Source: an optimization exercise on an open RTL-to-GDS flow (aim: small area, a short achievable clock period and few clock cycles per item). Production flows keep margins and buffers that such runs may drop. At most, simulation tests tie the RTL to the original design; equivalence was not proved. Only the layout flow was run in runs 1 and 2; the RTL was not checked for function there.

$ cat design/flow/config.mk
export PLATFORM = sky130hd
export DESIGN_NAME = hrd_spim_engine
export DESIGN_NICKNAME = hrd_spim_engine
export VERILOG_FILES = /design/flow/design.v
export SDC_FILE = /design/flow/constraint.sdc
export NUM_CORES = 4
export LEC_CHECK = 0
export CAP_MARGIN = 20
export CORE_MARGIN = 2
export CORE_UTILIZATION = 40
export SLEW_MARGIN = 20
$ cat design/flow/constraint.sdc
create_clock -name core_clock -period 22.0 [get_ports {clk}]
set_input_delay 4.4000 -clock core_clock [delete_from_list [all_inputs] [get_ports {clk}]]
set_output_delay 4.4000 -clock core_clock [all_outputs]
set_load 0.01 [all_outputs]
$ cat design/flow/design.v
module hrd_spim_engine (
    input  wire        clk,
    input  wire        rst,
    input  wire        cmd_valid,
    output wire        cmd_ready,
    input  wire [1:0]  cmd_op,
    input  wire [63:0] cmd_word,
    input  wire [7:0]  cmd_chip,
    input  wire [15:0] cmd_cols,
    input  wire        cmd_drop,
    output wire        rsp_valid,
    input  wire        rsp_ready,
    output wire [45:0] rsp_time,
    output wire [15:0] rsp_col,
    output wire [9:0]  rsp_x,
    output wire        rsp_bin,
    output wire        rsp_oor,
    output wire        rsp_badchip,
    output wire        rsp_wrap,
    output wire        rsp_zero
);
    localparam [46:0] R_TU = 47'd53687091200000;
    localparam integer S4 = 1;                  
    localparam integer NL = 8;                  
    localparam integer SL = 9 - S4 - 2 * (NL - 4);   
    function [133:0] srt_step;
        input [48:0] rs, rc;
        input [17:0] lqs, lqc;
        input [45:0] nd;
        reg [48:0] a, b, sel, mm, s, c;
        reg [6:0]  e;
        reg        ge2, ge1, ge0, gem1;
        reg        neg, two, one;
        reg [1:0]  qp, qn;
        reg [2:0]  k;
        reg signed [6:0] m2, mm1, m1, m0;
        begin
            a = {rs[46:0], lqs[17:16]};
            b = {rc[46:0], lqc[17:16]};
            e = a[48:42] + b[48:42];
            k = nd[44:42];
            m1 = k[2] ? 7'sd6 : 7'sd4;
            m0 = k[2] ? -7'sd7 : -7'sd5;
            case (k)
                3'd0: begin m2 = 7'sd12; mm1 = -7'sd13; end
                3'd1: begin m2 = 7'sd14; mm1 = -7'sd15; end
                3'd2: begin m2 = 7'sd15; mm1 = -7'sd16; end
                3'd3: begin m2 = 7'sd16; mm1 = -7'sd18; end
                3'd4: begin m2 = 7'sd18; mm1 = -7'sd20; end
                3'd5: begin m2 = 7'sd20; mm1 = -7'sd20; end
                3'd6: begin m2 = 7'sd20; mm1 = -7'sd22; end
                default: begin m2 = 7'sd24; mm1 = -7'sd24; end
            endcase
            ge2  = $signed(e) >= m2;
            ge1  = $signed(e) >= m1;
            ge0  = $signed(e) >= m0;
            gem1 = $signed(e) >= mm1;
            neg = ~ge0;
            two = ge2 | ~gem1;
            one = (ge1 & ~ge2) | (gem1 & ~ge0);
            sel = two ? {2'b00, nd, 1'b0} : (one ? {3'b000, nd} : 49'd0);
            mm  = sel ^ {49{~neg}};
            s   = a ^ b ^ mm;
            c   = {(a[47:0] & b[47:0]) | (a[47:0] & mm[47:0]) | (b[47:0] & mm[47:0]), ~neg};
            qp  = neg ? 2'd0 : {two, one};
            qn  = neg ? {two, one} : 2'd0;
            srt_step = {s, c, lqs[15:0], qp, lqc[15:0], qn};
        end
    endfunction
    function [123:0] csa62;
        input [61:0] x, y, z;
        begin
            csa62 = {x ^ y ^ z, ((x & y) | (x & z) | (y & z)) << 1};
        end
    endfunction
    reg adv_q, fen_q;
    wire adv = adv_q;
    wire fen = fen_q;
    assign cmd_ready = fen_q;
    integer k, j;
    reg        v0;
    reg [1:0]  op0;
    reg [51:0] w0;       
    reg        bad0;
    reg [1:0]  ch0;
    reg [15:0] cols0;
    reg        drop0;
    always @(posedge clk) begin
        if (rst) v0 <= 1'b0;
        else if (fen) v0 <= cmd_valid;
        if (fen) begin
            op0   <= cmd_op;
            w0    <= {cmd_word[59:53], cmd_word[46], cmd_word[43:0]};
            bad0  <= |cmd_chip[7:2];
            ch0   <= cmd_chip[1:0];
            cols0 <= cmd_cols;
            drop0 <= cmd_drop;
        end
    end
    wire [63:0] W = {4'd0, w0[51:45], 6'd0, w0[44], 2'd0, w0[43:0]};
    wire        is_ev0 = (op0 == 2'd2);
    wire [33:0] ticks  = {W[15:0], W[43:30], ~W[19:16]};
    wire [33:0] u      = is_ev0 ? ticks : {W[41:9], 1'b0};
    wire [3:0]  fine   = is_ev0 ? 4'd0 : W[8:5];
    wire [46:0] t0 = {13'd0, u};
    wire [46:0] t1 = {11'd0, u, 2'd0};
    wire [46:0] t2 = {9'd0, u, 4'd0};
    wire [46:0] t3 = {8'd0, u, 5'd0};
    wire [46:0] t4 = {3'd0, u, 10'd0};
    wire [46:0] t5 = {2'd0, u[33:0], 11'd0};
    wire [46:0] t6 = {34'd0, fine, 9'd0};
    wire [46:0] t7 = {40'd0, fine, 3'd0};
    wire [46:0] a1s = t0 ^ t1 ^ t2, a1c = ((t0 & t1) | (t0 & t2) | (t1 & t2)) << 1;
    wire [46:0] b1s = t3 ^ t4 ^ t5, b1c = ((t3 & t4) | (t3 & t5) | (t4 & t5)) << 1;
    wire [46:0] a2s = a1s ^ a1c ^ b1s, a2c = ((a1s & a1c) | (a1s & b1s) | (a1c & b1s)) << 1;
    wire [46:0] b2s = b1c ^ t6 ^ t7,   b2c = ((b1c & t6) | (b1c & t7) | (t6 & t7)) << 1;
    wire [46:0] a3s = a2s ^ a2c ^ b2s, a3c = ((a2s & a2c) | (a2s & b2s) | (a2c & b2s)) << 1;
    wire [46:0] a4s = a3s ^ a3c ^ b2c, a4c = ((a3s & a3c) | (a3s & b2c) | (a3c & b2c)) << 1;
    wire [46:0] s   = a4s + a4c;
    wire        sge = (s[46:34] >= 13'd3125);
    wire [45:0] p   = {sge ? s[45:34] - 12'd3125 : s[45:34], s[33:0]};
    wire [7:0]  x0  = {W[59:53], W[46]};
    reg  [9:0]  xv;
    always @(*) begin
        case (ch0)
            2'd0:    xv = 10'd255  - {2'b00, x0};
            2'd1:    xv = 10'd1020 - {2'b00, x0};
            2'd2:    xv = 10'd765  - {2'b00, x0};
            default: xv = 10'd510  - {2'b00, x0};
        endcase
    end
    reg        v1;
    reg [1:0]  op1;
    reg [45:0] val1;
    reg [9:0]  x1;
    reg        bad1;
    reg [15:0] cols1;
    reg        drop1;
    always @(posedge clk) begin
        if (rst) v1 <= 1'b0;
        else if (fen) v1 <= v0;
        if (fen) begin
            op1 <= op0; val1 <= p; x1 <= xv; bad1 <= bad0; cols1 <= cols0; drop1 <= drop0;
        end
    end
    reg [45:0] E, REF, IV;
    reg        WRAP, IVZ;
    reg [5:0]  SH;           
    reg        cur;          
    reg [45:0] NB0, NB1;
    wire        ln1   = (op1 == 2'd1);
    wire        st1   = (op1 == 2'd0);
    wire        ev1   = (op1 == 2'd2);
    wire [45:0] bsel  = ln1 ? E : REF;
    wire [46:0] diff  = {1'b0, val1} - {1'b0, bsel};
    wire        negd  = diff[46];
    wire        addr  = negd & (ln1 | WRAP);
    wire [45:0] res   = {diff[45:34] + (addr ? 12'd3125 : 12'd0), diff[33:0]};
    wire        zero1 = (val1 == E);
    wire        low1  = negd & ~WRAP;
    always @(posedge clk) begin
        if (rst) begin
            E <= 46'd0; REF <= 46'd0; WRAP <= 1'b0; IVZ <= 1'b1;
        end else if (fen & v1) begin
            if (st1) E <= val1;
            if (ln1) begin
                E <= val1; REF <= E; WRAP <= negd; IVZ <= zero1;
            end
        end
        if (fen & v1 & ln1) IV <= res;
    end
    reg        v2, ln2, ev2, bad2, low2, drop2, wr2, zr2;
    reg [45:0] tm2, dd2;
    reg [9:0]  x2;
    reg [15:0] cols2;
    always @(posedge clk) begin
        if (rst) v2 <= 1'b0;
        else if (fen) v2 <= v1;
        if (fen) begin
            ln2 <= ln1; ev2 <= ev1; bad2 <= bad1; low2 <= low1; drop2 <= drop1;
            wr2 <= negd; zr2 <= zero1;
            tm2 <= val1; dd2 <= res; x2 <= x1; cols2 <= cols1;
        end
    end
    reg [5:0] lz;
    always @(*) begin
        lz = 6'd46;
        for (k = 0; k < 46; k = k + 1)
            if (dd2[k]) lz = 6'd45 - k[5:0];
    end
    wire [45:0] ncur   = cur ? NB1 : NB0;
    wire [5:0]  shamt  = ln2 ? lz : SH;
    wire [45:0] shd    = dd2 << shamt;
    wire        high2  = ~low2 & (dd2 >= IV);
    wire [45:0] dn     = low2 ? 46'd0 : (high2 ? ncur : shd);
    wire        div2   = ev2 & ~bad2 & ~IVZ;
    wire        bin2   = div2 & (~(low2 | high2) | ~drop2);
    wire        oor2   = ev2 & ~bad2 & (IVZ | low2 | high2);
    always @(posedge clk) begin
        if (rst) begin
            cur <= 1'b0;
        end else if (fen & v2 & ln2) begin
            cur <= ~cur;
        end
        if (fen & v2 & ln2) begin
            SH <= lz;
            if (cur) NB0 <= shd; else NB1 <= shd;
        end
    end
    reg        v    [3:NL];
    reg [45:0] tm   [3:NL];
    reg [9:0]  xx   [3:NL];
    reg        fb   [3:NL];
    reg        fo   [3:NL];
    reg        fc   [3:NL];
    reg        fw   [3:NL];
    reg        fz   [3:NL];
    reg        fh   [3:NL];
    reg        dv   [3:NL];
    reg        tg   [3:NL];
    reg [48:0] rs   [3:NL];    
    reg [48:0] rc   [3:NL];
    reg [17:0] lqs  [3:NL];    
    reg [17:0] lqc  [3:NL];
    reg [61:0] pp [0:15];
    reg [61:0] ys, yc;
    reg [123:0] tmp;
    reg [61:0] l1 [0:10];
    reg [61:0] l2 [0:7];
    reg [61:0] l3 [0:5];
    reg [61:0] l4 [0:3];
    reg [61:0] l5 [0:2];
    always @(*) begin
        for (k = 0; k < 16; k = k + 1)
            pp[k] = lqs[3][k] ? ({16'd0, rs[3][45:0]} << k) : 62'd0;
        for (k = 0; k < 5; k = k + 1) begin
            tmp = csa62(pp[3*k], pp[3*k+1], pp[3*k+2]);
            l1[2*k] = tmp[123:62]; l1[2*k+1] = tmp[61:0];
        end
        l1[10] = pp[15];
        for (k = 0; k < 3; k = k + 1) begin
            tmp = csa62(l1[3*k], l1[3*k+1], l1[3*k+2]);
            l2[2*k] = tmp[123:62]; l2[2*k+1] = tmp[61:0];
        end
        l2[6] = l1[9]; l2[7] = l1[10];
        for (k = 0; k < 2; k = k + 1) begin
            tmp = csa62(l2[3*k], l2[3*k+1], l2[3*k+2]);
            l3[2*k] = tmp[123:62]; l3[2*k+1] = tmp[61:0];
        end
        l3[4] = l2[6]; l3[5] = l2[7];
        for (k = 0; k < 2; k = k + 1) begin
            tmp = csa62(l3[3*k], l3[3*k+1], l3[3*k+2]);
            l4[2*k] = tmp[123:62]; l4[2*k+1] = tmp[61:0];
        end
        tmp = csa62(l4[0], l4[1], l4[2]);
        l5[0] = tmp[123:62]; l5[1] = tmp[61:0]; l5[2] = l4[3];
        tmp = csa62(l5[0], l5[1], l5[2]);
        ys = tmp[123:62]; yc = tmp[61:0];
    end
    reg [48:0] nrs [4:NL+1];
    reg [48:0] nrc [4:NL+1];
    reg [17:0] nls [4:NL+1];
    reg [17:0] nlc [4:NL+1];
    reg [133:0] st;
    reg [45:0]  nsel;
    always @(*) begin
        nrs[4] = {5'd0, ys[61:18]};
        nrc[4] = {5'd0, yc[61:18]};
        nls[4] = ys[17:0];
        nlc[4] = yc[17:0];
        nsel = tg[3] ? NB1 : NB0;
        for (j = 0; j < S4; j = j + 1) begin
            st = srt_step(nrs[4], nrc[4], nls[4], nlc[4], nsel);
            {nrs[4], nrc[4], nls[4], nlc[4]} = {st[133:85], st[84:36], st[35:18], st[17:0]};
        end
        for (k = 5; k <= NL + 1; k = k + 1) begin
            nrs[k] = rs[k-1]; nrc[k] = rc[k-1]; nls[k] = lqs[k-1]; nlc[k] = lqc[k-1];
            nsel = tg[k-1] ? NB1 : NB0;
            for (j = 0; j < ((k == NL + 1) ? SL : 2); j = j + 1) begin
                st = srt_step(nrs[k], nrc[k], nls[k], nlc[k], nsel);
                {nrs[k], nrc[k], nls[k], nlc[k]} = {st[133:85], st[84:36], st[35:18], st[17:0]};
            end
        end
    end
    always @(posedge clk) begin
        for (k = 3; k <= NL; k = k + 1)
            if (rst) v[k] <= 1'b0;
        if (!rst && adv) begin
            v[3] <= v2 & fen;
            for (k = 4; k <= NL; k = k + 1) v[k] <= v[k-1];
        end
        if (adv) begin
            tm[3] <= tm2; xx[3] <= x2; fb[3] <= bin2; fo[3] <= oor2; fc[3] <= ev2 & bad2;
            fw[3] <= wr2; fz[3] <= zr2; fh[3] <= high2; dv[3] <= div2; tg[3] <= cur;
            rs[3] <= {3'd0, dn}; rc[3] <= 49'd0; lqs[3] <= {2'd0, cols2}; lqc[3] <= 18'd0;
            for (k = 4; k <= NL; k = k + 1) begin
                tm[k] <= tm[k-1]; xx[k] <= xx[k-1]; fb[k] <= fb[k-1]; fo[k] <= fo[k-1]; fc[k] <= fc[k-1];
                fw[k] <= fw[k-1]; fz[k] <= fz[k-1]; fh[k] <= fh[k-1]; dv[k] <= dv[k-1]; tg[k] <= tg[k-1];
                rs[k] <= nrs[k]; rc[k] <= nrc[k]; lqs[k] <= nls[k]; lqc[k] <= nlc[k];
            end
        end
    end
    wire [48:0] rsum = nrs[NL+1] + nrc[NL+1];
    wire        rneg = rsum[48];
    wire [15:0] colf = nls[NL+1][15:0] - nlc[NL+1][15:0] - {15'd0, rneg | fh[NL]};
    wire [76:0] F = {tm[NL], colf, xx[NL], fb[NL], fo[NL], fc[NL], fw[NL], fz[NL]};
    reg  [76:0] H, S;
    reg         hv, sv;
    wire        pop  = hv & rsp_ready;
    wire        push = adv & v[NL];
    always @(posedge clk) begin
        if (rst) begin
            hv <= 1'b0; sv <= 1'b0;
        end else begin
            if (!hv) begin
                hv <= push;
            end else if (pop) begin
                if (sv) sv <= 1'b0;
                else hv <= push;
            end else begin
                if (push) sv <= 1'b1;
            end
        end
        if (!hv || (pop && !sv)) H <= F;
        else if (pop && sv) H <= S;
        if (hv && !pop && push) S <= F;
    end
    assign rsp_valid = hv;
    assign {rsp_time, rsp_col, rsp_x, rsp_bin, rsp_oor, rsp_badchip, rsp_wrap, rsp_zero} = H;
    wire [1:0] occ      = {1'b0, hv} + {1'b0, sv};
    wire [1:0] occ_next = occ + {1'b0, push} - {1'b0, pop};
    wire       adv_next = (occ_next <= 2'd1);
    wire       r2v_n  = fen ? v1 : v2;
    wire       r2ln_n = fen ? ln1 : ln2;
    wire       cur_n  = cur ^ (fen & v2 & ln2);
    reg  [1:0] busy;
    always @(*) begin
        busy = 2'b00;
        if (v2 & ev2) busy[cur] = 1'b1;
        for (k = 3; k <= NL; k = k + 1)
            if (v[k] & dv[k]) busy[tg[k]] = 1'b1;
    end
    wire lstall_n = r2v_n & r2ln_n & busy[~cur_n];
    always @(posedge clk) begin
        if (rst) begin
            adv_q <= 1'b1; fen_q <= 1'b1;
        end else begin
            adv_q <= adv_next;
            fen_q <= adv_next & ~lstall_n;
        end
    end
endmodule
$ cat design/flow/run.sh
#!/bin/bash
# synth_recipe.tcl (not shown) runs the flow's synth.tcl, then flattens the netlist and writes it again
# the make line also repeats each setting of config.mk as NAME=value (left out here)
make -C /OpenROAD-flow-scripts/flow DESIGN_CONFIG=/design/flow/config.mk WORK_HOME=/design/flow/orfs CLKGATE_MAP_FILE= SYNTH_SCRIPT=/design/flow/synth_recipe.tcl finish
==> flow_summary.json, run 1 <==
{
  "grt_overflow": 0,
  "synth-main-ff-cell": "edfxtp_1",
  "clock_path_buffers": 4,
  "final_cell_count_no_fill": 13474,
  "cts_resized": 0,
  "min_from": "tm[4][27]",
  "antenna_found_initial": 18,
  "end_kind": "register",
  "avgSynthCellArea_sq_um": 12.2,
  "dieWidth_microns": 542,
  "syn2layout_area_growth_pct": 10.7,
  "postSynthCellCount": 9501,
  "first_pass_iters": 6,
  "clock-skew-final_ns": 0.0909,
  "numCtsBuffers": 192,
  "gp_congestion": 0.891,
  "max_freq_ghz": 0.0988,
  "fin_tns_setup_ns": 0,
  "clockRootBuffer": "clkbuf_16",
  "wl_per_cell_microns": 22.7,
  "vias_per_cell": 5.46,
  "drv_cap": 0,
  "cp.arrival_ns": 10.74,
  "slowest_stage": "mux2i_1",
  "final_common_cell": "edfxtp_1",
  "syn-num-nets": 11267,
  "vias": 73574,
  "nNetsFinal": 11293,
  "start_util": 0.402,
  "final_cell_mix": "1,632 x edfxtp_1, 1,167 x fa_1, 1,024 x inv_1, 739 x nand2_1, 587 x and2_1",
  "cts.sinks": 1735,
  "ys_seq_elements": 1735,
  "crit_required_ns": 22.62,
  "status": "timing/DRC/antenna clean",
  "yosysSeqAreaShare": 0.441,
  "min_path_type": "reg -> reg",
  "min_delay_path_depth": 0,
  "wl_microns": 306000,
  "timing.final.crit_share": 0.460,
  "first_iter_violations": 6533,
  "grt_pass1_wl_microns": 468000,
  "finalCriticalPeriod_ns": 10.12,
  "relSlewSlack": 0.183,
  "crit_start": "tg[5]",
  "start_kind": "register",
  "crit_fanout": 47,
  "synth_enable_flop_cells": 1632,
  "drv_slew": 0,
  "dp_hpwl_microns": 224000,
  "drive_gt1_frac": 0.0584,
  "synthArstFlopShare": 0,
  "ff2ff_path_depth": 33,
  "dp_cells": 13111,
  "yosysWarningCount": 26,
  "die_h_microns": 542,
  "drc_errors": 0,
  "antenna_left": 0,
  "clock_latency_ns": 0.89,
  "coreArea_sq_um": 288000,
  "clkTransAtPathRegs_ns": 0.06,
  "rows": 197,
  "cts_tree": "built",
  "gr-usage-all-layers": 0.207,
  "setup_ws_ns": 11.88,
  "numPortBuffers": 161,
  "syn_area_sq_um": 116000,
  "cts_htree_levels": 4,
  "hold_viol": 0,
  "crit_type": "reg -> reg",
  "grt_pass1_vias": 76072,
  "ios": 174,
  "yosysUniqueCellTypes": 90,
  "grt_setup_unrepaired": "false",
  "dieArea_sq_um": 294000,
  "post_cts_buffers": 0,
  "hold_buffers": 0,
  "tightest_slew_ns": 1.22,
  "reg2reg_from": "tg[5]",
  "slowest_delay_ns": 0.76,
  "dp_slack_ns": 11.90,
  "finalSetupViolations": 0,
  "grt_max_degree": 201
}
==> metrics by stage <==
step	utilization	area, sq um	hold WS, ns
6_report	0.445	128000	0.356
2_1_floorplan	-	116000	0.400
3_3_place_gp	0.422	122000	0.400
5_1_grt	0.445	128000	0.350
3_5_place_dp	0.422	122000	0.405
4_1_cts	0.445	128000	0.344
==> sequential cells by signal, summed over array words and instances, names as in the netlist, 52 cells and up <==
register / count
rc: 236
S: 77
w0: 52
H: 77
lqs: 96
rs: 283
xx: 60
tm: 276
lqc: 55
==> synth_stat cells, types with 360 or more instances <==
cell type  number  area (sq um)
a21oi_1       395          1980
and2_1        589          3680
clkbuf_1      360          1350
edfxtp_1     1632         49000
fa_1         1167         23400
ha_1          504          6310
inv_1        1026          3850
mux2i_1       444          4440
nand2_1       741          2780
nor2_1        395          1480
o22ai_1       539          3370
xnor2_1       361          3160
==> path summary, 6_finish.rpt <==
kind | slack (ns) | to
worst min-delay path | 0.36 | tm[5][27]
worst max-delay path | 11.88 | rs[6][2]
worst max register to register | 11.88 | rs[6][2]
worst min register to register | 0.36 | tm[5][27]
==> worst max-delay path: cells and delay by family (launching register included) <==
kind	cells	cell delay, ns
compound gates	9	1.66
flops	1	0.39
buf+inv	9	2.81
simple gates	5	1.07
mux	1	0.76
fa+ha+maj	5	2.13
xor+xnor	4	0.90
==> final cells by class <==
class,instances,area [sq um]
inverters,1032,3870
fillers,25928,160000
multi-input cells,6277,59300
flip-flops and latches,1735,51100
clock inverters,137,1610
well taps,3781,4730
repair buffers,289,2630
clock buffers,219,4930
diodes,4,10.0
==> routing by layer <==
layer,track usage,routed length [microns],up-vias
li1,-,-,32954
met1,0.288,134000,37360
met2,0.325,139000,2715
met3,0.0341,22000,541
met4,0.0795,12300,4
met5,0,23,-
==> logic make-up after synthesis <==
kind of cell               share of synthesized area
buffers and inverters                         0.0490
adders and majority gates                      0.256
and+or+nand+nor                               0.0852
AOI/OAI and AO/OA                             0.0884
muxes                                         0.0451
xor gates and xnor gates                      0.0354
DFF                                            0.441
==> run 2: changes to the inputs <==
--- a/design/flow/design.v
+++ b/design/flow/design.v
@@ -24,46 +24,57 @@
     localparam integer NL = 8;                  
     localparam integer SL = 9 - S4 - 2 * (NL - 4);   
-    function [133:0] srt_step;
-        input [48:0] rs, rc;
+    function [135:0] srt_step;
+        input [49:0] rs, rc;
         input [17:0] lqs, lqc;
         input [45:0] nd;
-        reg [48:0] a, b, sel, mm, s, c;
-        reg [6:0]  e;
-        reg        ge2, ge1, ge0, gem1;
+        input [2:0]  kd;
+        reg [49:0] a, b, sel, mm, sm, cy;
+        reg [7:0]  m2, m1, m0, mm1, t2, t1, t0, tm1;
         reg        neg, two, one;
         reg [1:0]  qp, qn;
-        reg [2:0]  k;
-        reg signed [6:0] m2, mm1, m1, m0;
         begin
-            a = {rs[46:0], lqs[17:16]};
-            b = {rc[46:0], lqc[17:16]};
-            e = a[48:42] + b[48:42];
-            k = nd[44:42];
-            m1 = k[2] ? 7'sd6 : 7'sd4;
-            m0 = k[2] ? -7'sd7 : -7'sd5;
-            case (k)
-                3'd0: begin m2 = 7'sd12; mm1 = -7'sd13; end
-                3'd1: begin m2 = 7'sd14; mm1 = -7'sd15; end
-                3'd2: begin m2 = 7'sd15; mm1 = -7'sd16; end
-                3'd3: begin m2 = 7'sd16; mm1 = -7'sd18; end
-                3'd4: begin m2 = 7'sd18; mm1 = -7'sd20; end
-                3'd5: begin m2 = 7'sd20; mm1 = -7'sd20; end
-                3'd6: begin m2 = 7'sd20; mm1 = -7'sd22; end
-                default: begin m2 = 7'sd24; mm1 = -7'sd24; end
+            a = {rs[47:0], lqs[17:16]};
+            b = {rc[47:0], lqc[17:16]};
+            m1 = kd[2] ? 8'd6 : 8'd4;
+            m0 = kd[2] ? -8'd7 : -8'd5;
+            case (kd)
+                3'd0: begin m2 = 8'd12; mm1 = -8'd13; end
+                3'd1: begin m2 = 8'd14; mm1 = -8'd15; end
+                3'd2: begin m2 = 8'd15; mm1 = -8'd16; end
+                3'd3: begin m2 = 8'd16; mm1 = -8'd18; end
+                3'd4: begin m2 = 8'd18; mm1 = -8'd20; end
+                3'd5: begin m2 = 8'd20; mm1 = -8'd20; end
+                3'd6: begin m2 = 8'd20; mm1 = -8'd22; end
+                default: begin m2 = 8'd24; mm1 = -8'd24; end
             endcase
-            ge2  = $signed(e) >= m2;
-            ge1  = $signed(e) >= m1;
-            ge0  = $signed(e) >= m0;
-            gem1 = $signed(e) >= mm1;
-            neg = ~ge0;
-            two = ge2 | ~gem1;
-            one = (ge1 & ~ge2) | (gem1 & ~ge0);
-            sel = two ? {2'b00, nd, 1'b0} : (one ? {3'b000, nd} : 49'd0);
-            mm  = sel ^ {49{~neg}};
-            s   = a ^ b ^ mm;
-            c   = {(a[47:0] & b[47:0]) | (a[47:0] & mm[47:0]) | (b[47:0] & mm[47:0]), ~neg};
+            t2  = a[49:42] + b[49:42] - m2;
+            t1  = a[49:42] + b[49:42] - m1;
+            t0  = a[49:42] + b[49:42] - m0;
+            tm1 = a[49:42] + b[49:42] - mm1;
+            neg = t0[7];
+            two = ~t2[7] | tm1[7];
+            one = (~t1[7] & t2[7]) | (~tm1[7] & t0[7]);
+            sel = two ? {3'b000, nd, 1'b0} : (one ? {4'b0000, nd} : 50'd0);
+            mm  = sel ^ {50{~neg}};
+            sm  = a ^ b ^ mm;
+            cy  = {(a[48:0] & b[48:0]) | (a[48:0] & mm[48:0]) | (b[48:0] & mm[48:0]), ~neg};
             qp  = neg ? 2'd0 : {two, one};
             qn  = neg ? {two, one} : 2'd0;
-            srt_step = {s, c, lqs[15:0], qp, lqc[15:0], qn};
+            srt_step = {sm, cy, lqs[15:0], qp, lqc[15:0], qn};
+        end
+    endfunction
+    function carry49;
+        input [48:0] x, y;
+        reg [48:0] g, p;
+        integer d, i;
+        begin
+            g = x & y;
+            p = x ^ y;
+            for (d = 1; d < 49; d = d * 2)
+                for (i = 48; i >= d; i = i - 1) begin
+                    g[i] = g[i] | (p[i] & g[i-d]);
+                    p[i] = p[i] & p[i-d];
+                end
+            carry49 = g[48];
         end
     endfunction
@@ -117,7 +128,10 @@
     wire [46:0] a3s = a2s ^ a2c ^ b2s, a3c = ((a2s & a2c) | (a2s & b2s) | (a2c & b2s)) << 1;
     wire [46:0] a4s = a3s ^ a3c ^ b2c, a4c = ((a3s & a3c) | (a3s & b2c) | (a3c & b2c)) << 1;
-    wire [46:0] s   = a4s + a4c;
-    wire        sge = (s[46:34] >= 13'd3125);
-    wire [45:0] p   = {sge ? s[45:34] - 12'd3125 : s[45:34], s[33:0]};
+    wire [34:0] slo = {1'b0, a4s[33:0]} + {1'b0, a4c[33:0]};
+    wire [12:0] sh0 = a4s[46:34] + a4c[46:34];
+    wire [12:0] sh1 = a4s[46:34] + a4c[46:34] + 13'd1;
+    wire [11:0] ph0 = (sh0 >= 13'd3125) ? sh0[11:0] - 12'd3125 : sh0[11:0];
+    wire [11:0] ph1 = (sh1 >= 13'd3125) ? sh1[11:0] - 12'd3125 : sh1[11:0];
+    wire [45:0] p   = {slo[34] ? ph1 : ph0, slo[33:0]};
     wire [7:0]  x0  = {W[59:53], W[46]};
     reg  [9:0]  xv;
@@ -219,6 +233,7 @@
     reg        dv   [3:NL];
     reg        tg   [3:NL];
-    reg [48:0] rs   [3:NL];    
-    reg [48:0] rc   [3:NL];
+    reg [2:0]  kk   [3:NL];
+    reg [49:0] rs   [3:NL];    
+    reg [49:0] rc   [3:NL];
     reg [17:0] lqs  [3:NL];    
     reg [17:0] lqc  [3:NL];
@@ -258,19 +273,19 @@
         ys = tmp[123:62]; yc = tmp[61:0];
     end
-    reg [48:0] nrs [4:NL+1];
-    reg [48:0] nrc [4:NL+1];
+    reg [49:0] nrs [4:NL+1];
+    reg [49:0] nrc [4:NL+1];
     reg [17:0] nls [4:NL+1];
     reg [17:0] nlc [4:NL+1];
-    reg [133:0] st;
+    reg [135:0] st;
     reg [45:0]  nsel;
     always @(*) begin
-        nrs[4] = {5'd0, ys[61:18]};
-        nrc[4] = {5'd0, yc[61:18]};
+        nrs[4] = {6'd0, ys[61:18]};
+        nrc[4] = {6'd0, yc[61:18]};
         nls[4] = ys[17:0];
         nlc[4] = yc[17:0];
         nsel = tg[3] ? NB1 : NB0;
         for (j = 0; j < S4; j = j + 1) begin
-            st = srt_step(nrs[4], nrc[4], nls[4], nlc[4], nsel);
-            {nrs[4], nrc[4], nls[4], nlc[4]} = {st[133:85], st[84:36], st[35:18], st[17:0]};
+            st = srt_step(nrs[4], nrc[4], nls[4], nlc[4], nsel, kk[3]);
+            {nrs[4], nrc[4], nls[4], nlc[4]} = {st[135:86], st[85:36], st[35:18], st[17:0]};
         end
         for (k = 5; k <= NL + 1; k = k + 1) begin
@@ -278,6 +293,6 @@
             nsel = tg[k-1] ? NB1 : NB0;
             for (j = 0; j < ((k == NL + 1) ? SL : 2); j = j + 1) begin
-                st = srt_step(nrs[k], nrc[k], nls[k], nlc[k], nsel);
-                {nrs[k], nrc[k], nls[k], nlc[k]} = {st[133:85], st[84:36], st[35:18], st[17:0]};
+                st = srt_step(nrs[k], nrc[k], nls[k], nlc[k], nsel, kk[k-1]);
+                {nrs[k], nrc[k], nls[k], nlc[k]} = {st[135:86], st[85:36], st[35:18], st[17:0]};
             end
         end
@@ -292,16 +307,17 @@
         if (adv) begin
             tm[3] <= tm2; xx[3] <= x2; fb[3] <= bin2; fo[3] <= oor2; fc[3] <= ev2 & bad2;
-            fw[3] <= wr2; fz[3] <= zr2; fh[3] <= high2; dv[3] <= div2; tg[3] <= cur;
-            rs[3] <= {3'd0, dn}; rc[3] <= 49'd0; lqs[3] <= {2'd0, cols2}; lqc[3] <= 18'd0;
+            fw[3] <= wr2; fz[3] <= zr2; fh[3] <= high2; dv[3] <= div2; tg[3] <= cur; kk[3] <= ncur[44:42];
+            rs[3] <= {4'd0, dn}; rc[3] <= 50'd0; lqs[3] <= {2'd0, cols2}; lqc[3] <= 18'd0;
             for (k = 4; k <= NL; k = k + 1) begin
                 tm[k] <= tm[k-1]; xx[k] <= xx[k-1]; fb[k] <= fb[k-1]; fo[k] <= fo[k-1]; fc[k] <= fc[k-1];
-                fw[k] <= fw[k-1]; fz[k] <= fz[k-1]; fh[k] <= fh[k-1]; dv[k] <= dv[k-1]; tg[k] <= tg[k-1];
+                fw[k] <= fw[k-1]; fz[k] <= fz[k-1]; fh[k] <= fh[k-1]; dv[k] <= dv[k-1]; tg[k] <= tg[k-1]; kk[k] <= kk[k-1];
                 rs[k] <= nrs[k]; rc[k] <= nrc[k]; lqs[k] <= nls[k]; lqc[k] <= nlc[k];
             end
         end
     end
-    wire [48:0] rsum = nrs[NL+1] + nrc[NL+1];
-    wire        rneg = rsum[48];
-    wire [15:0] colf = nls[NL+1][15:0] - nlc[NL+1][15:0] - {15'd0, rneg | fh[NL]};
+    wire        rneg = nrs[NL+1][49] ^ nrc[NL+1][49] ^ carry49(nrs[NL+1][48:0], nrc[NL+1][48:0]);
+    wire [15:0] dq0  = nls[NL+1][15:0] - nlc[NL+1][15:0];
+    wire [15:0] dq1  = nls[NL+1][15:0] + ~nlc[NL+1][15:0];
+    wire [15:0] colf = (rneg | fh[NL]) ? dq1 : dq0;
     wire [76:0] F = {tm[NL], colf, xx[NL], fb[NL], fo[NL], fc[NL], fw[NL], fz[NL]};
     reg  [76:0] H, S;
@@ -322,7 +338,6 @@
             end
         end
-        if (!hv || (pop && !sv)) H <= F;
-        else if (pop && sv) H <= S;
-        if (hv && !pop && push) S <= F;
+        if (!hv || rsp_ready) H <= sv ? S : F;
+        if (!sv) S <= F;
     end
     assign rsp_valid = hv;
==> design/flow/flow/run.sh (new file) <==
#!/bin/bash
# The standard layout (standard.sh: the standard flow's own synthesis, floorplan, placement, CTS, routing),
# with ORFS's repair_timing asked for a larger setup margin so that it works on the paths that
# set the achieved clock period. Each tool's output goes to the ORFS logs; make's own output
# goes to flow_make.log here.
set -euo pipefail
bash standard.sh SETUP_SLACK_MARGIN=16 finish > flow_make.log 2>&1
==> design/flow/standard.sh (new file) <==
#!/bin/bash
# synth_recipe.tcl (not shown) runs the flow's synth.tcl, then flattens the netlist and writes it again
# the make line also repeats each setting of config.mk as NAME=value (left out here)
make -C /OpenROAD-flow-scripts/flow DESIGN_CONFIG=/design/flow/config.mk WORK_HOME=/design/flow/orfs CLKGATE_MAP_FILE= SYNTH_SCRIPT=/design/flow/synth_recipe.tcl "${@:-finish}"
removed: design/flow/run.sh
==> flow_summary.json, run 2 <==
{
  "synth_area_leaders": "edfxtp_1 40%, fa_1 20%, ha_1 5.1%",
  "max_freq_ghz": 0.124,
  "largest_reg_flops": 287,
  "syn2layout_area_growth_pct": 24.1,
  "grt_pass1_wl_microns": 550000,
  "die_h_microns": 548,
  "slowest_stage": "fa_2",
  "yosysUniqueCellTypes": 111,
  "clock_latency_ns": 0.93,
  "reg2reg_to": "rs[8][24]",
  "clkTransAtPathRegs_ns": 0.07,
  "synth_area_leader_cell": "edfxtp_1",
  "r2r_setup_slack_ns": 13.92,
  "ios": 174,
  "vias": 79962,
  "syn_area_sq_um": 118000,
  "final_design_area_no_fill_sq_um": 147000,
  "multi_input_area_sq_um": 69800,
  "num-fill-cells": 24566,
  "relSlewSlack": 0.152,
  "final_common_cell": "edfxtp_1",
  "gp_congestion": 0.907,
  "vias_per_cell": 5.58,
  "crit_type": "reg -> reg",
  "min_delay_path_depth": 0,
  "reg.largest.list": "rs (287), tm (276), rc (240)",
  "grt_setup_unrepaired": "true",
  "dieArea_sq_um": 301000,
  "final_cell_mix": "1,578 x edfxtp_1, 930 x inv_1, 926 x fa_1, 618 x and2_1, 507 x nand2_1",
  "finalCriticalPeriod_ns": 8.08,
  "hold_ws_ns": 0.401,
  "clockRootBuffer": "clkbuf_16",
  "postSynthCellCount": 9616,
  "use_met3": 0.0515,
  "cts_tree": "built",
  "min_path_type": "reg -> reg",
  "reg2reg_from": "rc[7][40]",
  "area.sequential_sq_um": 51000,
  "nNetsFinal": 11975,
  "first_iter_violations": 8033,
  "cts.sinks": 1758,
  "numCtsBuffers": 198,
  "finish.utilization": 0.500,
  "min_to": "x2[4]",
  "start_kind": "register",
  "grt_max_degree": 199,
  "ys_seq_elements": 1758,
  "drc_errors": 0,
  "timing.final.crit_share": 0.367,
  "coreArea_sq_um": 294000,
  "synth_enable_flop_cells": 1578,
  "syn-num-nets": 11367,
  "drv_slew": 0,
  "yosysWarningCount": 27,
  "ff2ff_path_depth": 37,
  "dieWidth_microns": 548,
  "dpl_cell_area_sq_um": 124000,
  "crit_required_ns": 22.62,
  "synthArstFlopShare": 0,
  "end_kind": "register",
  "cts_htree_levels": 4,
  "clock-skew-final_ns": 0.0771,
  "crit_fanout": 5,
  "hold_viol": 0,
  "avgSynthCellArea_sq_um": 12.3,
  "clock_path_buffers": 4,
  "wl_per_cell_microns": 26.2,
  "gr-usage-all-layers": 0.245,
  "synth_most_common_cell": "edfxtp_1",
  "grt_overflow": 0,
  "slowest_delay_ns": 0.60,
  "min_from": "x1[4]",
  "cp.arrival_ns": 8.69,
  "grt_busiest_layer": "met2",
  "tightest_slew_ns": 1.26,
  "start_util": 0.403,
  "yosysSeqAreaShare": 0.430,
  "dp_hpwl_microns": 229000,
  "grt_pass1_vias": 83374,
  "grtUsageMet1": 0.313,
  "first_pass_iters": 9,
  "antenna_found_initial": 23,
  "max_flop_register": "rs",
  "finalSetupViolations": 0,
  "synth_commonest_cells": "1,578 x edfxtp_1, 1,174 x fa_1, 1,029 x inv_1, 635 x nand2_1, 634 x and2_1",
  "rows": 199,
  "synth_top_area_share": 0.400,
  "drive_gt1_frac": 0.256,
  "numPortBuffers": 161,
  "synth-main-ff-cell": "edfxtp_1",
  "wl_microns": 376000,
  "antenna_left": 0,
  "grt_use_met2": 0.385,
  "drv_cap": 0,
  "fin_tns_setup_ns": 0,
  "status": "timing/DRC/antenna clean"
}
run 2: changes by cell type in the layout (fill, tap and decap cells not counted), sizes merged, moves of 93 or more:
| cell | before | now |
|---|---|---|
| a21oi | 396 | 292 |
| a22oi | 11 | 131 |
| buf | 128 | 681 |
| mux2 | 43 | 334 |
| mux2i | 444 | 324 |
| nand2 | 741 | 637 |
| nand3 | 49 | 150 |
| nor2 | 395 | 264 |
| o21ai | 145 | 281 |
| o22ai | 540 | 89 |
| o31ai | 9 | 102 |
| xor2 | 104 | 284 |
run 2: worst max-delay path: cells and delay by family, from the launching register on:
kind	cells	cell delay, ns
AO/OA/AOI/OAI	9	1.64
XOR/XNOR	3	0.59
adder cells (fa/ha/maj)	8	2.83
buffers and inverters	7	0.76
flip-flops	1	0.45
multiplexers	2	0.56
AND/OR/NAND/NOR	8	0.94
run 2: logic make-up (layout without fill, tap and decap cells):
logic type,count (synthesis),count (layout),share of synthesized area
other,0,22,0
AOI/OAI and AO/OA,1403,1403,0.0784
and+or+nand+nor,2008,2011,0.0857
buffers and inverters,1488,2257,0.0480
DFF,1758,1758,0.430
adders and majority gates,1656,1656,0.249
muxes,660,660,0.0596
xor gates and xnor gates,643,643,0.0488
run 2: cell type report:
cell class	count	share of cell area
Multi-Input combinational cell	6373	0.475
Sequential cell	1758	0.347
Timing Repair Buffer	859	0.0739
Clock buffer	255	0.0359
Tap cell	3919	0.0333
Inverter	1034	0.0268
Clock inverter	109	0.00821
Antenna cell	22	0.000374
run 2: how the worst max path moves through the flow:
stage | startpoint | to | slack (ns) | cells past startpoint
floorplan | adv_q | fen_q | 13.07 | 6
global placement | rs[4][40] | rc[5][39] | 12.07 | 35
detailed placement | rs[4][40] | rc[5][39] | 11.85 | 36
CTS | rc[7][40] | rs[8][5] | 14.10 | 35
global route | rc[7][40] | rs[8][24] | 13.57 | 37
finish | rc[7][40] | rs[8][24] | 13.92 | 37
run 2: metal layers:
metal	routed length (microns)	vias to the layer above
met3	31700	1194
met5	28	-
li1	-	34305
met4	27100	6
met1	147000	40728
met2	170000	3729
run 2: through the flow:
step                instances  setup WS [ns]
floorplan                9616          13.07
global placement        13349          12.07
detailed placement      13349          11.85
CTS                     14180          14.10
global route            14319          13.57
finish                  14329          13.92
run 2: repair_timing:
| item | in CTS | in global routing |
|---|---|---|
| gates cloned | 119 | 5 |
| buffers inserted | 348 | 122 |
| pin swaps | 660 | 391 |
| endpoints found under the setup margin | 654 | 549 |
| hold buffers | 0 | 0 |
| gates resized for setup | 1779 | 422 |
==> run 3: changes to the inputs <==
--- a/design/flow/design.v
+++ b/design/flow/design.v
@@ -24,4 +24,49 @@
     localparam integer NL = 8;                  
     localparam integer SL = 9 - S4 - 2 * (NL - 4);   
+    function [2:0] qsel;
+        input [7:0] e;
+        input [2:0] kd;
+        reg signed [7:0] m2, m1, m0, mm1;
+        reg ge2, ge1, ge0, gem1;
+        begin
+            m1 = kd[2] ? 8'sd6 : 8'sd4;
+            m0 = kd[2] ? -8'sd7 : -8'sd5;
+            case (kd)
+                3'd0: begin m2 = 8'sd12; mm1 = -8'sd13; end
+                3'd1: begin m2 = 8'sd14; mm1 = -8'sd15; end
+                3'd2: begin m2 = 8'sd15; mm1 = -8'sd16; end
+                3'd3: begin m2 = 8'sd16; mm1 = -8'sd18; end
+                3'd4: begin m2 = 8'sd18; mm1 = -8'sd20; end
+                3'd5: begin m2 = 8'sd20; mm1 = -8'sd20; end
+                3'd6: begin m2 = 8'sd20; mm1 = -8'sd22; end
+                default: begin m2 = 8'sd24; mm1 = -8'sd24; end
+            endcase
+            ge2  = $signed(e) >= m2;
+            ge1  = $signed(e) >= m1;
+            ge0  = $signed(e) >= m0;
+            gem1 = $signed(e) >= mm1;
+            qsel = {~ge0, ge2 | ~gem1, (ge1 & ~ge2) | (gem1 & ~ge0)};
+        end
+    endfunction
+    function [49:0] mmgen;
+        input [2:0]  q;
+        input [45:0] nd;
+        begin
+            mmgen = (q[1] ? {3'b000, nd, 1'b0} : (q[0] ? {4'b0000, nd} : 50'd0)) ^ {50{~q[2]}};
+        end
+    endfunction
+    function [135:0] srt_apply;
+        input [49:0] a, b;
+        input [15:0] lqs, lqc;
+        input [2:0]  q;
+        input [45:0] nd;
+        reg [49:0] mm;
+        begin
+            mm = mmgen(q, nd);
+            srt_apply = {a ^ b ^ mm,
+                         (a[48:0] & b[48:0]) | (a[48:0] & mm[48:0]) | (b[48:0] & mm[48:0]), ~q[2],
+                         lqs, q[2] ? 2'd0 : q[1:0], lqc, q[2] ? q[1:0] : 2'd0};
+        end
+    endfunction
     function [135:0] srt_step;
         input [49:0] rs, rc;
@@ -29,37 +74,73 @@
         input [45:0] nd;
         input [2:0]  kd;
-        reg [49:0] a, b, sel, mm, sm, cy;
-        reg [7:0]  m2, m1, m0, mm1, t2, t1, t0, tm1;
-        reg        neg, two, one;
-        reg [1:0]  qp, qn;
+        reg [49:0] a, b;
+        reg [2:0]  q;
         begin
             a = {rs[47:0], lqs[17:16]};
             b = {rc[47:0], lqc[17:16]};
-            m1 = kd[2] ? 8'd6 : 8'd4;
-            m0 = kd[2] ? -8'd7 : -8'd5;
-            case (kd)
-                3'd0: begin m2 = 8'd12; mm1 = -8'd13; end
-                3'd1: begin m2 = 8'd14; mm1 = -8'd15; end
-                3'd2: begin m2 = 8'd15; mm1 = -8'd16; end
-                3'd3: begin m2 = 8'd16; mm1 = -8'd18; end
-                3'd4: begin m2 = 8'd18; mm1 = -8'd20; end
-                3'd5: begin m2 = 8'd20; mm1 = -8'd20; end
-                3'd6: begin m2 = 8'd20; mm1 = -8'd22; end
-                default: begin m2 = 8'd24; mm1 = -8'd24; end
+            q = qsel(a[49:42] + b[49:42], kd);
+            srt_step = srt_apply(a, b, lqs[15:0], lqc[15:0], q, nd);
+        end
+    endfunction
+    function [135:0] srt_first;
+        input [49:0] rs, rc;
+        input [17:0] lqs, lqc;
+        input [45:0] nd;
+        input [2:0]  kd;
+        reg [49:0] a, b;
+        reg [7:0]  e;
+        reg        q1;
+        begin
+            a = {rs[47:0], lqs[17:16]};
+            b = {rc[47:0], lqc[17:16]};
+            e = a[49:42] + b[49:42];
+            q1 = $signed(e) >= (kd[2] ? 8'sd6 : 8'sd4);
+            srt_first = srt_apply(a, b, lqs[15:0], lqc[15:0], {1'b0, 1'b0, q1}, nd);
+        end
+    endfunction
+    function [135:0] srt_step2;
+        input [49:0] rs, rc;
+        input [17:0] lqs, lqc;
+        input [45:0] nd;
+        input [2:0]  kd;
+        reg [49:0] a, b, a2, b2, mv;
+        reg [135:0] st;
+        reg [2:0]  qa, qb, qv0, qv1, qv2, qv3, qv4;
+        reg [7:0]  s8, c8;
+        begin
+            a = {rs[47:0], lqs[17:16]};
+            b = {rc[47:0], lqc[17:16]};
+            qa = qsel(a[49:42] + b[49:42], kd);
+            mv = mmgen(3'b010, nd);       
+            s8 = a[47:40] ^ b[47:40] ^ mv[47:40];
+            c8 = (a[46:39] & b[46:39]) | (a[46:39] & mv[46:39]) | (b[46:39] & mv[46:39]);
+            qv0 = qsel(s8 + c8, kd);
+            mv = mmgen(3'b001, nd);       
+            s8 = a[47:40] ^ b[47:40] ^ mv[47:40];
+            c8 = (a[46:39] & b[46:39]) | (a[46:39] & mv[46:39]) | (b[46:39] & mv[46:39]);
+            qv1 = qsel(s8 + c8, kd);
+            mv = mmgen(3'b000, nd);       
+            s8 = a[47:40] ^ b[47:40] ^ mv[47:40];
+            c8 = (a[46:39] & b[46:39]) | (a[46:39] & mv[46:39]) | (b[46:39] & mv[46:39]);
+            qv2 = qsel(s8 + c8, kd);
+            mv = mmgen(3'b101, nd);       
+            s8 = a[47:40] ^ b[47:40] ^ mv[47:40];
+            c8 = (a[46:39] & b[46:39]) | (a[46:39] & mv[46:39]) | (b[46:39] & mv[46:39]);
+            qv3 = qsel(s8 + c8, kd);
+            mv = mmgen(3'b110, nd);       
+            s8 = a[47:40] ^ b[47:40] ^ mv[47:40];
+            c8 = (a[46:39] & b[46:39]) | (a[46:39] & mv[46:39]) | (b[46:39] & mv[46:39]);
+            qv4 = qsel(s8 + c8, kd);
+            case (qa)
+                3'b010:  qb = qv0;
+                3'b001:  qb = qv1;
+                3'b101:  qb = qv3;
+                3'b110:  qb = qv4;
+                default: qb = qv2;
             endcase
-            t2  = a[49:42] + b[49:42] - m2;
-            t1  = a[49:42] + b[49:42] - m1;
-            t0  = a[49:42] + b[49:42] - m0;
-            tm1 = a[49:42] + b[49:42] - mm1;
-            neg = t0[7];
-            two = ~t2[7] | tm1[7];
-            one = (~t1[7] & t2[7]) | (~tm1[7] & t0[7]);
-            sel = two ? {3'b000, nd, 1'b0} : (one ? {4'b0000, nd} : 50'd0);
-            mm  = sel ^ {50{~neg}};
-            sm  = a ^ b ^ mm;
-            cy  = {(a[48:0] & b[48:0]) | (a[48:0] & mm[48:0]) | (b[48:0] & mm[48:0]), ~neg};
-            qp  = neg ? 2'd0 : {two, one};
-            qn  = neg ? {two, one} : 2'd0;
-            srt_step = {sm, cy, lqs[15:0], qp, lqc[15:0], qn};
+            st = srt_apply(a, b, lqs[15:0], lqc[15:0], qa, nd);
+            a2 = {st[133:86], lqs[15:14]};
+            b2 = {st[83:36], lqc[15:14]};
+            srt_step2 = srt_apply(a2, b2, st[33:18], st[15:0], qb, nd);
         end
     endfunction
@@ -92,9 +173,12 @@
     reg        v0;
     reg [1:0]  op0;
-    reg [51:0] w0;       
+    reg [33:0] u0;       
+    reg [3:0]  fine0;    
+    reg [7:0]  x00;      
     reg        bad0;
     reg [1:0]  ch0;
     reg [15:0] cols0;
     reg        drop0;
+    wire       cmd_ev = (cmd_op == 2'd2);
     always @(posedge clk) begin
         if (rst) v0 <= 1'b0;
@@ -102,5 +186,7 @@
         if (fen) begin
             op0   <= cmd_op;
-            w0    <= {cmd_word[59:53], cmd_word[46], cmd_word[43:0]};
+            u0    <= cmd_ev ? {cmd_word[15:0], cmd_word[43:30], ~cmd_word[19:16]} : {cmd_word[41:9], 1'b0};
+            fine0 <= cmd_ev ? 4'd0 : cmd_word[8:5];
+            x00   <= {cmd_word[59:53], cmd_word[46]};
             bad0  <= |cmd_chip[7:2];
             ch0   <= cmd_chip[1:0];
@@ -109,9 +195,6 @@
         end
     end
-    wire [63:0] W = {4'd0, w0[51:45], 6'd0, w0[44], 2'd0, w0[43:0]};
-    wire        is_ev0 = (op0 == 2'd2);
-    wire [33:0] ticks  = {W[15:0], W[43:30], ~W[19:16]};
-    wire [33:0] u      = is_ev0 ? ticks : {W[41:9], 1'b0};
-    wire [3:0]  fine   = is_ev0 ? 4'd0 : W[8:5];
+    wire [33:0] u      = u0;
+    wire [3:0]  fine   = fine0;
     wire [46:0] t0 = {13'd0, u};
     wire [46:0] t1 = {11'd0, u, 2'd0};
@@ -134,5 +217,5 @@
     wire [11:0] ph1 = (sh1 >= 13'd3125) ? sh1[11:0] - 12'd3125 : sh1[11:0];
     wire [45:0] p   = {slo[34] ? ph1 : ph0, slo[33:0]};
-    wire [7:0]  x0  = {W[59:53], W[46]};
+    wire [7:0]  x0  = x00;
     reg  [9:0]  xv;
     always @(*) begin
@@ -228,6 +311,4 @@
     reg        fo   [3:NL];
     reg        fc   [3:NL];
-    reg        fw   [3:NL];
-    reg        fz   [3:NL];
     reg        fh   [3:NL];
     reg        dv   [3:NL];
@@ -286,5 +367,5 @@
         nsel = tg[3] ? NB1 : NB0;
         for (j = 0; j < S4; j = j + 1) begin
-            st = srt_step(nrs[4], nrc[4], nls[4], nlc[4], nsel, kk[3]);
+            st = srt_first(nrs[4], nrc[4], nls[4], nlc[4], nsel, kk[3]);
             {nrs[4], nrc[4], nls[4], nlc[4]} = {st[135:86], st[85:36], st[35:18], st[17:0]};
         end
@@ -292,6 +373,6 @@
             nrs[k] = rs[k-1]; nrc[k] = rc[k-1]; nls[k] = lqs[k-1]; nlc[k] = lqc[k-1];
             nsel = tg[k-1] ? NB1 : NB0;
-            for (j = 0; j < ((k == NL + 1) ? SL : 2); j = j + 1) begin
-                st = srt_step(nrs[k], nrc[k], nls[k], nlc[k], nsel, kk[k-1]);
+            if (k <= NL) begin
+                st = srt_step2(nrs[k], nrc[k], nls[k], nlc[k], nsel, kk[k-1]);
                 {nrs[k], nrc[k], nls[k], nlc[k]} = {st[135:86], st[85:36], st[35:18], st[17:0]};
             end
@@ -306,10 +387,10 @@
         end
         if (adv) begin
-            tm[3] <= tm2; xx[3] <= x2; fb[3] <= bin2; fo[3] <= oor2; fc[3] <= ev2 & bad2;
-            fw[3] <= wr2; fz[3] <= zr2; fh[3] <= high2; dv[3] <= div2; tg[3] <= cur; kk[3] <= ncur[44:42];
+            tm[3] <= tm2; xx[3] <= x2; fb[3] <= ln2 ? wr2 : bin2; fo[3] <= ln2 ? zr2 : oor2; fc[3] <= ev2 & bad2;
+            fh[3] <= high2; dv[3] <= div2; tg[3] <= cur; kk[3] <= ncur[44:42];
             rs[3] <= {4'd0, dn}; rc[3] <= 50'd0; lqs[3] <= {2'd0, cols2}; lqc[3] <= 18'd0;
             for (k = 4; k <= NL; k = k + 1) begin
                 tm[k] <= tm[k-1]; xx[k] <= xx[k-1]; fb[k] <= fb[k-1]; fo[k] <= fo[k-1]; fc[k] <= fc[k-1];
-                fw[k] <= fw[k-1]; fz[k] <= fz[k-1]; fh[k] <= fh[k-1]; dv[k] <= dv[k-1]; tg[k] <= tg[k-1]; kk[k] <= kk[k-1];
+                fh[k] <= fh[k-1]; dv[k] <= dv[k-1]; tg[k] <= tg[k-1]; kk[k] <= kk[k-1];
                 rs[k] <= nrs[k]; rc[k] <= nrc[k]; lqs[k] <= nls[k]; lqc[k] <= nlc[k];
             end
@@ -320,6 +401,6 @@
     wire [15:0] dq1  = nls[NL+1][15:0] + ~nlc[NL+1][15:0];
     wire [15:0] colf = (rneg | fh[NL]) ? dq1 : dq0;
-    wire [76:0] F = {tm[NL], colf, xx[NL], fb[NL], fo[NL], fc[NL], fw[NL], fz[NL]};
-    reg  [76:0] H, S;
+    wire [74:0] F = {tm[NL], colf, xx[NL], fb[NL], fo[NL], fc[NL]};
+    reg  [74:0] H, S;
     reg         hv, sv;
     wire        pop  = hv & rsp_ready;
@@ -342,5 +423,7 @@
     end
     assign rsp_valid = hv;
-    assign {rsp_time, rsp_col, rsp_x, rsp_bin, rsp_oor, rsp_badchip, rsp_wrap, rsp_zero} = H;
+    assign {rsp_time, rsp_col, rsp_x, rsp_bin, rsp_oor, rsp_badchip} = H;
+    assign rsp_wrap = H[2];
+    assign rsp_zero = H[1];
     wire [1:0] occ      = {1'b0, hv} + {1'b0, sv};
     wire [1:0] occ_next = occ + {1'b0, push} - {1'b0, pop};
==> flow_summary.json, run 3 <==
{
  "slowest_stage": "fa_1",
  "synth_most_common_cell": "edfxtp_1",
  "numPortBuffers": 161,
  "gp_congestion": 0.914,
  "finalSetupViolations": 0,
  "end_kind": "register",
  "synth_top_area_share": 0.364,
  "clock_latency_ns": 0.90,
  "crit_fanout": 8,
  "ios": 174,
  "drv_cap": 0,
  "crit_type": "reg -> reg",
  "final_common_cell": "edfxtp_1",
  "relSlewSlack": 0.217,
  "vias_per_cell": 5.31,
  "syn-num-nets": 13182,
  "hold_ws_ns": 0.379,
  "cpMostUsedCell": "inv_2",
  "reg.largest.list": "rs (286), tm (276), rc (240)",
  "dp_hpwl_microns": 246000,
  "min_path_type": "reg -> reg",
  "max_flop_register": "rs",
  "grt_pass1_wl_microns": 516000,
  "cts.sinks": 1735,
  "yosysWarningCount": 25,
  "antenna_left": 0,
  "start_util": 0.401,
  "nNetsFinal": 13474,
  "synth-main-ff-cell": "edfxtp_1",
  "grt_busiest_layer": "met2",
  "slowest_delay_ns": 0.55,
  "hold_viol": 0,
  "syn_area_sq_um": 129000,
  "hold_buffers": 0,
  "synth_commonest_cells": "1,557 x edfxtp_1, 1,508 x inv_1, 1,292 x fa_1, 834 x ha_1, 645 x and2_1",
  "final_cell_mix": "1,557 x edfxtp_1, 1,478 x inv_1, 1,228 x fa_1, 801 x ha_1, 636 x and2_1",
  "grt_use_met2": 0.338,
  "vias": 83433,
  "ys_seq_elements": 1735,
  "synth_enable_flop_cells": 1557,
  "synthArstFlopShare": 0,
  "grtUsageMet1": 0.278,
  "crit_family": "adder cells",
  "tightest_slew_ns": 1.17,
  "clock_path_buffers": 4,
  "largest_reg_flops": 286,
  "first_pass_iters": 8,
  "coreArea_sq_um": 320000,
  "cts_htree_levels": 4,
  "synth_area_leaders": "edfxtp_1 36%, fa_1 20%, ha_1 8.1%",
  "dp_slack_ns": 14.85,
  "cts_tree": "built",
  "grt_overflow": 0,
  "setup_ws_ns": 15.85,
  "yosysUniqueCellTypes": 109,
  "die_h_microns": 571,
  "clkTransAtPathRegs_ns": 0.07,
  "dieArea_sq_um": 326000,
  "grt_setup_unrepaired": "true",
  "wl_microns": 341000,
  "rows": 208,
  "numCtsBuffers": 195,
  "drc_errors": 0,
  "yosysSeqAreaShare": 0.391,
  "finalCriticalPeriod_ns": 6.15,
  "wl_per_cell_microns": 21.7,
  "avgSynthCellArea_sq_um": 11.7,
  "use_met3": 0.0265,
  "start_kind": "register",
  "clockRootBuffer": "clkbuf_16",
  "clock-skew-final_ns": 0.0653,
  "synth_area_leader_cell": "edfxtp_1",
  "timing.final.crit_share": 0.280,
  "cp_num_buf_inv": 12,
  "postSynthCellCount": 10961,
  "drive_gt1_frac": 0.130,
  "crit_required_ns": 22.59,
  "gr-usage-all-layers": 0.204,
  "fin_tns_setup_ns": 0,
  "status": "timing/DRC/antenna clean",
  "cp.arrival_ns": 6.74,
  "grt_pass1_vias": 86325,
  "syn2layout_area_growth_pct": 14.7,
  "grt_max_degree": 184,
  "max_freq_ghz": 0.163,
  "first_iter_violations": 6188,
  "drv_slew": 0,
  "antenna_found_initial": 14,
  "dieWidth_microns": 571
}
run 3: cell types whose count changed after synthesis, moves of 58 or more:
cell and delta:
a22oi_1 -84, ha_1 +352, fa_1 +118, o31ai_1 -86, a21o_1 +93, o22ai_1 +173, nand3_1 -62, a21oi_1 +245
nand2_1 -93, inv_1 +479, xnor2_1 +112, nor2_1 +112, o21ai_0 -58, mux2_2 -98
run 3: layout make-up:
cell class                 instances  area, sq um
multi-input combinational       7300        74100
clock buffer                     249         5230
inverter                        1513         5690
fill                           28689       173000
antenna                            2         5.00
tap                             4305         5390
sequential                      1735        50300
clock inverter                   113         1280
timing repair buffer             508         5330
run 3: path summary, 6_finish.rpt:
path         cells after the start   endpoint  slack, ns        from
max reg2reg                     28  rs[4][12]      15.85  lqs[3][12]
min                              0   kk[4][1]       0.38    kk[3][1]
min reg2reg                      0   kk[4][1]       0.38    kk[3][1]
max                             28  rs[4][12]      15.85  lqs[3][12]
run 3: per-stage QoR:
step / utilization / std cells / instance area, sq um
final: 0.460 / 15725 / 147000
after global routing: 0.460 / 15724 / 147000
after CTS: 0.449 / 15598 / 144000
after detailed placement: 0.422 / 15130 / 135000
after global placement: 0.422 / 15130 / 135000
after floorplan: - / 10961 / 129000
run 3: layer usage:
layer,vias up,share of wire
met5,-,0.00023
met4,10,0.036
met3,532,0.056
met2,2418,0.48
met1,42618,0.43
li1,37855,-
run 3: repair_timing:
action | 4_1_cts | 5_1_grt
resized for setup | 399 | 531
hold endpoints to repair | 0 | 0
buffers inserted | 84 | 108
gates cloned | 22 | 17
endpoints found under the setup margin | 599 | 491
pin swaps | 70 | 225
run 3: logic make-up (layout without fill, tap and decap cells):
logic type,after synthesis,after routing,synth area share
flops,1735,1735,0.391
compound gates,1732,1732,0.0864
mux,561,561,0.0467
simple gates,2154,2156,0.0865
other cells,0,2,0
xor+xnor,725,725,0.0494
fa+ha+maj,2126,2126,0.282
buf+inv,1928,2383,0.0572
Testbench counts of run 3, summed over its fixed seeds: cycles 9,680, events 9,381.
==> run 4: changes to the inputs <==
--- a/design/flow/design.v
+++ b/design/flow/design.v
@@ -399,5 +399,5 @@
     wire        rneg = nrs[NL+1][49] ^ nrc[NL+1][49] ^ carry49(nrs[NL+1][48:0], nrc[NL+1][48:0]);
     wire [15:0] dq0  = nls[NL+1][15:0] - nlc[NL+1][15:0];
-    wire [15:0] dq1  = nls[NL+1][15:0] + ~nlc[NL+1][15:0];
+    wire [15:0] dq1  = dq0 - 16'd1;
     wire [15:0] colf = (rneg | fh[NL]) ? dq1 : dq0;
     wire [74:0] F = {tm[NL], colf, xx[NL], fb[NL], fo[NL], fc[NL]};
==> design/flow/flow/run.sh (replaced) <==
#!/bin/bash
# The standard layout (standard.sh: the standard flow's own synthesis, floorplan, placement, CTS, routing)
# with two changes for timing: ORFS's repair_timing is asked for a larger setup margin, so that
# it works on the paths that set the achieved clock period, and the port buffers that
# buffer_ports inserts on every input and output are buf_4 cells. Each tool's output goes to
# the ORFS logs under orfs/logs; make's own output goes to flow_make.log here.
set -euo pipefail
bash standard.sh SETUP_SLACK_MARGIN=16 "BUFFER_PORTS_ARGS=-buffer_cell sky130_fd_sc_hd__buf_4" finish > flow_make.log 2>&1
==> flow_summary.json, run 4 <==
{
  "status": "timing/DRC/antenna clean",
  "numCtsBuffers": 197,
  "yosysWarningCount": 25,
  "cts_htree_levels": 4,
  "dieArea_sq_um": 325000,
  "reg.largest.list": "rs (286), tm (276), rc (240)",
  "cts.sinks": 1735,
  "yosysSeqAreaShare": 0.392,
  "syn2layout_area_growth_pct": 14.0,
  "final_common_cell": "edfxtp_1",
  "synthArstFlopShare": 0,
  "cp.arrival_ns": 6.77,
  "max_flop_register": "rs",
  "cts_tree": "built",
  "nNetsFinal": 13347,
  "drc_errors": 0,
  "grt_setup_unrepaired": "true",
  "syn-num-nets": 13069,
  "wl_microns": 338000,
  "avgSynthCellArea_sq_um": 11.8,
  "postSynthCellCount": 10848,
  "finish.utilization": 0.459,
  "grt_max_degree": 178,
  "num-fill-cells": 28561,
  "end_kind": "register",
  "crit_required_ns": 22.60,
  "die_h_microns": 570,
  "hold_viol": 0,
  "grt_overflow": 0,
  "drv_slew": 0,
  "finalSetupViolations": 0,
  "grt_pass1_wl_microns": 514000,
  "first_pass_iters": 6,
  "syn_area_sq_um": 128000,
  "largest_reg_flops": 286,
  "clkTransAtPathRegs_ns": 0.06,
  "crit_type": "reg -> reg",
  "max_freq_ghz": 0.162,
  "yosysUniqueCellTypes": 105,
  "crit_fanout": 7,
  "grt_pass1_vias": 86049,
  "synth_area_leaders": "edfxtp_1 36%, fa_1 20%, ha_1 8.1%",
  "min_path_type": "reg -> reg",
  "timing.final.crit_share": 0.281,
  "fin_tns_setup_ns": 0,
  "gr-usage-all-layers": 0.203,
  "synth_commonest_cells": "1,557 x edfxtp_1, 1,495 x inv_1, 1,292 x fa_1, 834 x ha_1, 638 x and2_1",
  "coreArea_sq_um": 319000,
  "ys_seq_elements": 1735,
  "antenna_left": 0,
  "slowest_delay_ns": 0.54,
  "numPortBuffers": 161,
  "dp_hpwl_microns": 245000,
  "clock_latency_ns": 0.89,
  "rows": 207,
  "drv_cap": 0,
  "synth_enable_flop_cells": 1557,
  "vias": 82474,
  "vias_per_cell": 5.33,
  "synth_area_leader_cell": "edfxtp_1",
  "finalCriticalPeriod_ns": 6.17,
  "slowest_stage": "edfxtp_1",
  "start_util": 0.403,
  "clock-skew-final_ns": 0.0748,
  "wl_per_cell_microns": 21.8,
  "crit_family": "adder cells",
  "gp_congestion": 0.923,
  "antenna_found_initial": 3,
  "drive_gt1_frac": 0.138,
  "clockRootBuffer": "clkbuf_16",
  "ios": 174,
  "crit_path_cell_trace": "inv_1, fa_1, inv_1, fa_1, inv_2, fa_1, inv_2, ha_4, ha_4, inv_2, fa_2, or3b_1, a2111o_1, a211oi_4, buf_4, nand4_1, nor3_1, o21ai_2, o22a_4, nor2_4, mux2_4, a21oi_2, xnor2_1",
  "cp_num_buf_inv": 6,
  "synth_top_area_share": 0.365,
  "synth-main-ff-cell": "edfxtp_1",
  "dieWidth_microns": 570,
  "hold_buffers": 0,
  "relSlewSlack": 0.244,
  "first_iter_violations": 6060,
  "clock_path_buffers": 4,
  "start_kind": "register",
  "synth_most_common_cell": "edfxtp_1",
  "tightest_slew_ns": 1.13,
  "final_cell_mix": "1,557 x edfxtp_1, 1,469 x inv_1, 1,246 x fa_1, 808 x ha_1, 631 x and2_1"
}
-- run 4: kinds of logic after synthesis --
family | count (synthesis) | share of synthesized area
AO/OA/AOI/OAI | 1679 | 0.0867
XOR/XNOR | 720 | 0.0494
adder cells (fa/ha/maj) | 2127 | 0.283
buffers and inverters | 1910 | 0.0564
flip-flops | 1735 | 0.392
multiplexers | 560 | 0.0467
AND/OR/NAND/NOR | 2117 | 0.0852
-- run 4: final timing paths --
path / slack (ns) / from / cells past startpoint / end
setup / recovery: 15.83 / u0[33] / 23 / val1[40]
hold reg to reg: 0.35 / xx[5][9] / 0 / xx[6][9]
setup reg to reg: 15.83 / u0[33] / 23 / val1[40]
hold / removal: 0.35 / xx[5][9] / 0 / xx[6][9]
-- run 4: routing by layer --
| metal | routed length (microns) | vias to the layer above | track usage |
|---|---|---|---|
| li1 | - | 37584 | - |
| met1 | 149000 | 42250 | 0.280 |
| met2 | 160000 | 2146 | 0.335 |
| met3 | 16900 | 494 | 0.0239 |
| met4 | 12000 | 0 | 0.0630 |
| met5 | 0 | - | 0 |
-- run 4: cell type report --
class	count	area (sq um)	share of cell area
well taps	4180	5230	0.0358
flip-flops and latches	1735	50300	0.344
multi-input cells	7203	73500	0.503
diodes	4	10.0	0.0000685
inverters	1505	5660	0.0387
clock buffers	240	5310	0.0363
repair buffers	484	4720	0.0323
clock inverters	127	1400	0.00958
-- run 4: what timing repair did --
action                     in CTS  in global routing
buffers inserted               86                 81
setup endpoints to repair     524                488
cloned                         14                 15
resized for setup             212                431
pin swaps                      56                158
-- run 4: through the flow --
step           cells  cell area, sq um  hold WS (ns)  worst slack, ns
3_5_place_dp   14911            134000         0.405            14.80
2_1_floorplan  10848            128000         0.400            13.16
5_1_grt        15475            146000         0.345            15.66
4_1_cts        15378            143000         0.341            15.74
6_report       15478            146000         0.346            15.83
3_3_place_gp   14911            134000         0.400            14.85
Testbench counts of run 4, summed over its fixed seeds: cycles 9,680, events 9,381.

==> separate check: timing with driven ports <==
No port has a modelled driver above. Below, the same layouts with a new extraction and two added sets of constraints.
Step 1 (the two cells are an assumption about what drives the block):
set clk [get_ports {clk}]
set_driving_cell -lib_cell sky130_fd_sc_hd__clkbuf_16 $clk
set_driving_cell -lib_cell sky130_fd_sc_hd__buf_2 [delete_from_list [all_inputs] $clk]
Step 2 adds t to the input delays and takes it off the output delays; t is the mean of the earliest and latest rising clock arrival at the registers after step 1. Input paths then give back, and output paths get back, about the clock's delay inside the block.
Three values: ideal ports, drivers, drivers and shift; two values: the first two.
| run | shift t [ns] | slack for setup (ns) | slew at the worst register clock pin (ns) | worst slew at a driven data input, ns | pins driven straight from the clock port |
|---|---|---|---|---|---|
| run 1 | 0.953 | 11.880 / 11.880 / 11.880 | 0.07 / 0.07 | 0.10 | 1 |
| run 2 | 0.994 | 13.924 / 13.924 / 13.924 | 0.07 / 0.07 | 0.10 | 1 |
| run 3 | 0.956 | 15.851 / 15.851 / 15.270 | 0.08 / 0.08 | 0.11 | 1 |
| run 4 | 0.947 | 15.826 / 15.826 / 15.703 | 0.07 / 0.07 | 0.11 | 1 |
After both steps every run listed still meets setup and hold. For run 3, which loses most, drivers alone change the setup slack by 0.000 ns; drivers and shift together by -0.581 ns.
